This is an optimization exercise on Yosys and OpenROAD, whose aim is small area, not a production implementation.
The RTL was checked by simulation tests, not by an equivalence proof against the original design.

==> flow/design.v, too long to show whole: its modules and the start of the top module <==
// module tgb_cos_rom: 44 lines
// module tgb_chan_trial: 1149 lines
// module tgb_fa: 4 lines
// module tgb_ha: 4 lines
// module tgb_xnor2: 3 lines
// module tgb_or2: 3 lines
module tgb_chan_trial (
    input  wire               clk,
    input  wire               rst,         
    input  wire               scheme,      
    input  wire [3:0]         sps,         
    input  wire [7:0]         phase_inc,   
    input  wire [7:0]         sigma,       
    input  wire               start,       
    input  wire               s_valid,
    input  wire [1:0]         sym_i,       
    input  wire [1:0]         sym_q,       
    input  wire signed [9:0]  noise,       
    output reg                r_valid,
    output wire signed [25:0] r_stat_i,
    output wire signed [25:0] r_stat_q,
    output wire               r_dec_i,     
    output wire               r_dec_q,
    output wire [15:0]        r_errs
);
  // ...
==> flow/flow/run.sh <==
#!/bin/bash
# The standard layout, with the port buffers that placement inserts taken as
# the smallest buffer (sky130_fd_sc_hd__buf_1); the resizer still upsizes any
# that timing or slew needs. Each step's full output stays in orfs/logs/;
# make's own output goes to make.log.
set -euo pipefail
bash standard.sh 'BUFFER_PORTS_ARGS=-buffer_cell sky130_fd_sc_hd__buf_1' finish > make.log 2>&1
==> flow/standard.sh <==
#!/bin/bash
# synth_recipe.tcl (not shown) runs the flow's synth.tcl, then flattens the netlist and writes it again
# the make line also repeats each setting of config.mk as NAME=value (left out here)
make -C /OpenROAD-flow-scripts/flow DESIGN_CONFIG=/design/flow/config.mk WORK_HOME=/design/flow/orfs CLKGATE_MAP_FILE= SYNTH_SCRIPT=/design/flow/synth_recipe.tcl "${@:-finish}"
==> flow/config.mk <==
export PLATFORM = sky130hd
export DESIGN_NAME = tgb_chan_trial
export DESIGN_NICKNAME = tgb_chan_trial
export VERILOG_FILES = /design/flow/design.v
export SDC_FILE = /design/flow/constraint.sdc
export NUM_CORES = 4
export LEC_CHECK = 0
export CAP_MARGIN = 20
export CORE_MARGIN = 2
export CORE_UTILIZATION = 65
export CTS_BUF_LIST = sky130_fd_sc_hd__clkbuf_16 sky130_fd_sc_hd__clkbuf_8
export CTS_CLUSTER_DIAMETER = 300
export CTS_CLUSTER_SIZE = 50
export SLEW_MARGIN = 20
export SYNTH_HIERARCHICAL = 1
export SYNTH_MINIMUM_KEEP_SIZE = 0
==> flow/constraint.sdc <==
create_clock -name core_clock -period 30.0 [get_ports {clk}]
set_input_delay 6.0000 -clock core_clock [delete_from_list [all_inputs] [get_ports {clk}]]
set_output_delay 6.0000 -clock core_clock [all_outputs]
set_load 0.01 [all_outputs]
==> flow_summary.json, run 1 <==
{
  "status": "timing/DRC/antenna clean",
  "yosysUniqueCellTypes": 70,
  "non_clock_inverter_count": 29,
  "final.period_utilization_pct": 77.73,
  "cp.required_ns": 30.24,
  "synth_top_area_share_pct": 36.85,
  "fin_crit_ns": 23.32,
  "worstSetupStartpointType": "input port",
  "drv_slew": 0,
  "area_growth_pct": 4.211,
  "cts_htree_levels": 3,
  "nNetsFinal": 1825,
  "synth_area_leader_cell": "fa_1",
  "min_from": "errs[6]",
  "grt_max_degree": 51,
  "grt_pass1_wl_microns": 56280,
  "hold_depth": 2,
  "yosysMostFrequentCell": "fa_1",
  "nFillCells": 1740,
  "placed_cell_area_sq_um": 14870,
  "multi_input_area_share_pct": 80.04,
  "buf_share_pct": 4.238,
  "slew_headroom_pct": 27.15,
  "worstPathArrival_ns": 23.56,
  "layout_commonest_cell": "fa_1",
  "synthAdderAreaFrac_pct": 42.26
}
==> inputs of run 2 (changes only) <==
--- a/flow/config.mk
+++ b/flow/config.mk
@@ -8,9 +8,6 @@
 export CAP_MARGIN = 20
 export CORE_MARGIN = 2
 export CORE_UTILIZATION = 65
-export CTS_BUF_LIST = sky130_fd_sc_hd__clkbuf_16 sky130_fd_sc_hd__clkbuf_8
-export CTS_CLUSTER_DIAMETER = 300
-export CTS_CLUSTER_SIZE = 50
 export SLEW_MARGIN = 20
 export SYNTH_HIERARCHICAL = 1
 export SYNTH_MINIMUM_KEEP_SIZE = 0
==> flow_summary.json, run 2 <==
{
  "final.period_utilization_pct": 77.73,
  "overflow": 0,
  "synth_cells": 1436,
  "cpMostUsedCell": "fa_1",
  "nFillCells": 1740,
  "drive_gt1_share_pct": 6.027,
  "drv_cap": 0,
  "wl_met3_microns": 1747,
  "synth-seq-cells": 81,
  "setup_ws_ns": 6.682,
  "antenna_left": 0,
  "cts_htree_levels": 3,
  "post-place-ws_ns": 6.396,
  "crit_path_end_kind": "flop",
  "routed_via_density": 6.056,
  "io_pins": 110,
  "critPathMaxFanout": 42,
  "dp_hpwl_microns": 26360,
  "clock-skew-final_ns": 0.01412,
  "ys_top_cells_by_area": "fa_1 37%, dfxtp_1 11%, xnor2_1 6.2%, a22oi_1 5.8%, ha_1 5.4%",
  "synth_area_leader_cell": "fa_1",
  "yosysMostFrequentCell": "fa_1",
  "nNetsFinal": 1825,
  "grt_max_degree": 51,
  "cpPeakStageDelay_ns": 0.70,
  "drt_iter0_drc": 815,
  "cp_slowest_cell": "and2_1",
  "vias": 10540,
  "cts_tree": "built",
  "grt_pass1_vias": 10940,
  "worstSetupStartpointType": "input port",
  "status": "timing/DRC/antenna clean",
  "synthFlopType": "dfxtp_1",
  "area_growth_pct": 4.211,
  "clock_latency_ns": 0.36,
  "async_flop_share_pct": 0,
  "path_clk_slew_ns": 0.07,
  "port-buffer-count": 109,
  "placementRows": 54,
  "drt-met1-wl_microns": 14100,
  "yosysSeqAreaShare_pct": 11.14,
  "drtPass1Iterations": 6,
  "final_cell_mix": "268 x fa_1, 116 x nand2_1, 113 x a22oi_1",
  "die_x_microns": 153.7,
  "min-delay-path-class": "reg -> reg",
  "grt_use_total_pct": 29.61,
  "cts_root_buf": "clkbuf_16",
  "cts_setup_buffers": 0,
  "wirelength_microns": 33410,
  "hold_buffers": 0,
  "drv_slew": 0,
  "gp_congestion": 0.9155,
  "synth_top_area_share_pct": 36.85,
  "worstPathArrival_ns": 23.56,
  "grt_pass1_wl_microns": 56280,
  "cp.required_ns": 30.24,
  "rsz0062_at_grt": "no",
  "antenna_found_initial": 0,
  "r2r_slack_ns": 10.63,
  "fp.dieH_microns": 153.7,
  "finalSetupTns_ns": 0,
  "finalSetupViolCount": 0,
  "n_antenna_cell": 0,
  "dieArea_sq_um": 23610,
  "finalCoreUtilization_pct": 69.31,
  "synth_nets": 1806,
  "synth_edf_count": 0,
  "synth-simple-area-share_pct": 13.79,
  "syn_avg_cell_area_sq_um": 10.14,
  "yosysUniqueCellTypes": 70,
  "timing.fmax_mhz": 42.88,
  "fin_crit_ns": 23.32,
  "routedWlPerCell_microns": 19.20,
  "synth_top_family_by_area": "adder cells",
  "synth_mux_area_share_pct": 3.480,
  "cts_resized": 0,
  "ys_warn_count": 8,
  "yosys-top-cells-count": "268 x fa_1, 116 x nand2_1, 113 x a22oi_1",
  "top_layer_used": "met4",
  "hold_viol": 0,
  "start_util_pct": 66.51,
  "netlist_area_sq_um": 14560,
  "core_area_sq_um": 21890,
  "slew_headroom_pct": 27.15,
  "wl_met2_microns": 16720,
  "layout_commonest_cell": "fa_1",
  "synth_xor_area_share_pct": 12.17,
  "worstSetupPathType": "in -> reg",
  "reg_top3": "acc_i x25, acc_q x25, errs x16",
  "post-route-drc-count": 0,
  "cts_buffers": 9,
  "clk_path_buf_depth": 2,
  "worst_pin_slew_ns": 1.093,
  "clkSinkCount": 81,
  "synth_compound_area_share_pct": 11.50,
  "synthAdderAreaFrac_pct": 42.26
}
==> run 2: cell counts after synthesis <==
Identical to the previous run, type by type.
==> run 2: final cells by class <==
cell class | instances | area (sq um) | share of cell area (%)
clock inverters | 7 | 73.82 | 0.4865
inverters | 29 | 113.9 | 0.7504
well taps | 280 | 350.3 | 2.309
flip-flops and latches | 81 | 1622 | 10.69
multi-input cells | 1194 | 12150 | 80.04
repair buffers | 140 | 643.1 | 4.238
clock buffers | 9 | 225.2 | 1.484
==> run 2: per-layer routing <==
layer | GRT usage [%] | up-vias
li1 | - | 4799
met1 | 40.82 | 5343
met2 | 49.54 | 341
met3 | 3.636 | 55
met4 | 9.000 | 0
met5 | 0 | -
==> run 2: modules after synthesis, one instance, submodules excluded <==
module	cell area (sq um)	flip-flops and latches	cells inside
tgb_chan_trial	7390	81	943
tgb_fa	20.02	0	1
tgb_xnor2	8.758	0	1
tgb_ha	12.51	0	1
tgb_or2	6.256	0	1
tgb_cos_rom	877.1	0	128
==> run 2: metrics by stage <==
stage	instances	cell area [sq um]	hold slack (ns)
final	1740	15170	0.5842
after global routing	1740	15170	0.6101
after CTS	1740	15170	0.5908
after detailed placement	1724	14870	0.5728
after global placement	1724	14870	0.5589
after floorplan	1436	14560	0.5538
==> run 2: cells by family after synthesis <==
group                      after synthesis
AOI/OAI and AO/OA                      240
DFF                                     81
buffers and inverters                  161
and+or+nand+nor                        386
xor gates and xnor gates               192
muxes                                   45
adders and majority gates              331
==> run 2: final timing paths <==
| path | start | to | cells past startpoint |
|---|---|---|---|
| max | start | e_q | 52 |
| min | errs[6] | errs[6] | 2 |
| max reg2reg | phase[0] | e_q | 58 |
| min reg2reg | errs[6] | errs[6] | 2 |
==> run 2: critical path, delay by kind of cell <==
kind,cells,cell delay [ns]
AOI/OAI and AO/OA,1,0.23
xor gates and xnor gates,5,1.03
adders and majority gates,37,13.56
buffers and inverters,4,1.13
muxes,1,0.22
and+or+nand+nor,4,1.35
==> inputs of run 3 (changes only) <==
==> flow/flow/run.sh (replaced) <==
#!/bin/bash
# The standard layout, with two changes that only affect how buffers are chosen:
#  - the port buffers that placement inserts are the smallest buffer
#    (sky130_fd_sc_hd__buf_1); the resizer still upsizes any that need it;
#  - clock tree synthesis uses sky130_fd_sc_hd__clkbuf_8 and no dummy loads.
# Each step's full output stays in orfs/logs/; make's own output goes to make.log.
set -euo pipefail
bash standard.sh \
  'BUFFER_PORTS_ARGS=-buffer_cell sky130_fd_sc_hd__buf_1' \
  'CTS_ARGS=-sink_clustering_enable -repair_clock_nets -buf_list sky130_fd_sc_hd__clkbuf_8 -dont_use_dummy_load' \
  finish > make.log 2>&1
==> flow_summary.json, run 3 <==
{
  "antenna_found_initial": 0,
  "final.period_utilization_pct": 77.74,
  "min-delay-path-class": "reg -> reg",
  "cts_setup_buffers": 0,
  "layout_commonest_cell": "fa_1",
  "reg2reg_from": "phase[0]",
  "grt_use_total_pct": 29.50,
  "status": "timing/DRC/antenna clean",
  "yosysUniqueCellTypes": 70,
  "io_pins": 110,
  "cp.required_ns": 30.24,
  "dp_hpwl_microns": 26360,
  "grt_pass1_wl_microns": 56070,
  "vias": 10520,
  "overflow": 0,
  "reg2reg_to": "e_q",
  "cts_resized": 0,
  "area_growth_pct": 3.007,
  "r2r_slack_ns": 10.58,
  "dieArea_sq_um": 23610,
  "cts_tree": "built",
  "final_cell_mix": "268 x fa_1, 116 x nand2_1, 113 x a22oi_1",
  "drt_iter0_drc": 805,
  "critPathMaxFanout": 42,
  "synth_area_leader_cell": "fa_1",
  "clock-skew-final_ns": 0.03782,
  "worst_pin_slew_ns": 1.085,
  "drv_slew": 0,
  "core_area_sq_um": 21890,
  "nNetsFinal": 1825,
  "ys_top_cells_by_area": "fa_1 37%, dfxtp_1 11%, xnor2_1 6.2%, a22oi_1 5.8%, ha_1 5.4%",
  "worstSetupPathType": "in -> reg",
  "hold_depth": 2,
  "synth-seq-cells": 81,
  "yosysMostFrequentCell": "fa_1",
  "reg2regPathDepth": 58,
  "synth_nets": 1806,
  "finalSetupViolCount": 0,
  "cts_root_buf": "clkbuf_8",
  "grt_max_degree": 51,
  "timing.fmax_mhz": 42.88,
  "finalSetupTns_ns": 0,
  "n_antenna_cell": 0,
  "synthFlopType": "dfxtp_1",
  "post-route-drc-count": 0,
  "synth_edf_count": 0,
  "fp.dieH_microns": 153.7,
  "cts_buffers": 9,
  "final_area_sq_um": 15000,
  "rsz0062_at_grt": "no",
  "wirelength_microns": 33180,
  "clk_path_buf_depth": 2,
  "start_util_pct": 66.51,
  "min_from": "errs[6]",
  "clkSinkCount": 81,
  "gp_congestion": 0.9155,
  "path_clk_slew_ns": 0.09,
  "cts_htree_levels": 3,
  "worstSetupStartpointType": "input port",
  "finalCoreUtilization_pct": 68.51,
  "hold_buffers": 0,
  "placed_cell_area_sq_um": 14870,
  "async_flop_share_pct": 0,
  "cpPeakStageDelay_ns": 0.71,
  "netlist_area_sq_um": 14560,
  "cpMostUsedCell": "fa_1",
  "placementRows": 54,
  "syn_avg_cell_area_sq_um": 10.14,
  "multi_input_area_sq_um": 12150,
  "antenna_left": 0,
  "hold_viol": 0,
  "slew_headroom_pct": 27.67,
  "die_x_microns": 153.7,
  "port-buffer-count": 109,
  "synth_top_area_share_pct": 36.85,
  "drive_gt1_share_pct": 5.575,
  "worstPathArrival_ns": 23.57,
  "synth_cells": 1436,
  "routed_via_density": 6.069,
  "register_area_sq_um": 1622,
  "grt_pass1_vias": 10890,
  "drtPass1Iterations": 5,
  "ys_warn_count": 8,
  "reg_top3": "acc_i x25, acc_q x25, errs x16",
  "fin_crit_ns": 23.32,
  "nFillCells": 1762,
  "yosys-top-cells-count": "268 x fa_1, 116 x nand2_1, 113 x a22oi_1",
  "yosysSeqAreaShare_pct": 11.14,
  "drv_cap": 0,
  "cp_slowest_cell": "and2_1",
  "clock_latency_ns": 0.39,
  "whs_endpoint": "errs[6]",
  "routedWlPerCell_microns": 19.14,
  "crit_path_end_kind": "flop"
}
run 3: critical path: cells and delay by family:
family / cells / cell delay [ns]
buffers and inverters: 4 / 1.11
and+or+nand+nor: 4 / 1.36
xor gates and xnor gates: 5 / 1.04
AOI/OAI and AO/OA: 1 / 0.23
adders and majority gates: 37 / 13.55
muxes: 1 / 0.22
run 3: per-module statistics from Yosys (local to each module, per instance):
module	cells inside	flip-flops and latches	cell area (sq um)	times used
tgb_chan_trial	943	81	7390	1
tgb_cos_rom	128	0	877.1	1
tgb_fa	1	0	20.02	268
tgb_ha	1	0	12.51	41
tgb_xnor2	1	0	8.758	26
tgb_or2	1	0	6.256	30
run 3: final cells by class:
cell class                 instances  share of cell area, %
clock buffer                       9                 0.8259
tap                              280                  2.336
sequential                        81                  10.81
timing repair buffer             140                  4.288
multi-input combinational       1194                  80.98
inverter                          29                 0.7592
run 3: stage by stage:
step / hold WS (ns) / worst slack [ns] / std cells
CTS: 0.5898 / 6.731 / 1733
global route: 0.6142 / 5.758 / 1733
global placement: 0.5589 / 6.764 / 1724
finish: 0.5874 / 6.679 / 1733
floorplan: 0.5538 / 8.115 / 1436
detailed placement: 0.5728 / 6.396 / 1724
run 3: worst max path at each step:
stage               startpoint   to  slack [ns]  cells past startpoint
finish                   start  e_q        6.68                     52
global route             start  e_i        5.76                     53
CTS                      start  e_q        6.73                     52
detailed placement       start  e_q        6.40                     52
global placement         start  e_q        6.76                     52
floorplan                start  e_q        8.11                     51
run 3: logic make-up (layout without fill, tap and decap cells):
family          count (synthesis)  after routing  synth area share [%]
flops                          81             81                 11.14
fa+ha+maj                     331            331                 42.26
compound gates                240            240                 11.50
mux                            45             45                 3.480
simple gates                  386            386                 13.79
buf+inv                       161            178                 5.663
xor+xnor                      192            192                 12.17
run 3: per-layer routing:
| layer | wire, microns | track usage [%] |
|---|---|---|
| met1 | 14150 | 40.73 |
| met2 | 16460 | 49.21 |
| met3 | 1695 | 3.439 |
| met5 | 0 | 0 |
| met4 | 871 | 9.393 |

[static timing again, ports no longer ideal]
The flow's constraints put no driver on any port. The routed layouts listed below were extracted and timed again, unchanged, in two steps. Step 1, drivers: a clkbuf_16 drives clk and a buf_2 each remaining input, both assumed. Step 2 times the ports against the registers' clock, not the clock port: input delays grow and output delays shrink by t, the midpoint of the rising clock arrivals with the driver on. a / b / c = no drivers / after step 1 / after step 2; a / b = the first two.
run	t, ns	slack for setup (ns)	worst hold slack (ns)	worst setup path at the end	worst slew at a driven data input, ns
run 1	0.408	6.682 / 6.702 / 6.294	0.584 / 0.584 / 0.584	input to register	0.04
run 2	0.408	6.682 / 6.702 / 6.294	0.584 / 0.584 / 0.584	input to register	0.04
run 3	0.412	6.679 / 6.687 / 6.275	0.587 / 0.587 / 0.587	input to register	0.04
After both steps every run listed still meets setup and hold. For run 3, which loses most, drivers alone change the setup slack by +0.008 ns; drivers and shift together by -0.404 ns.
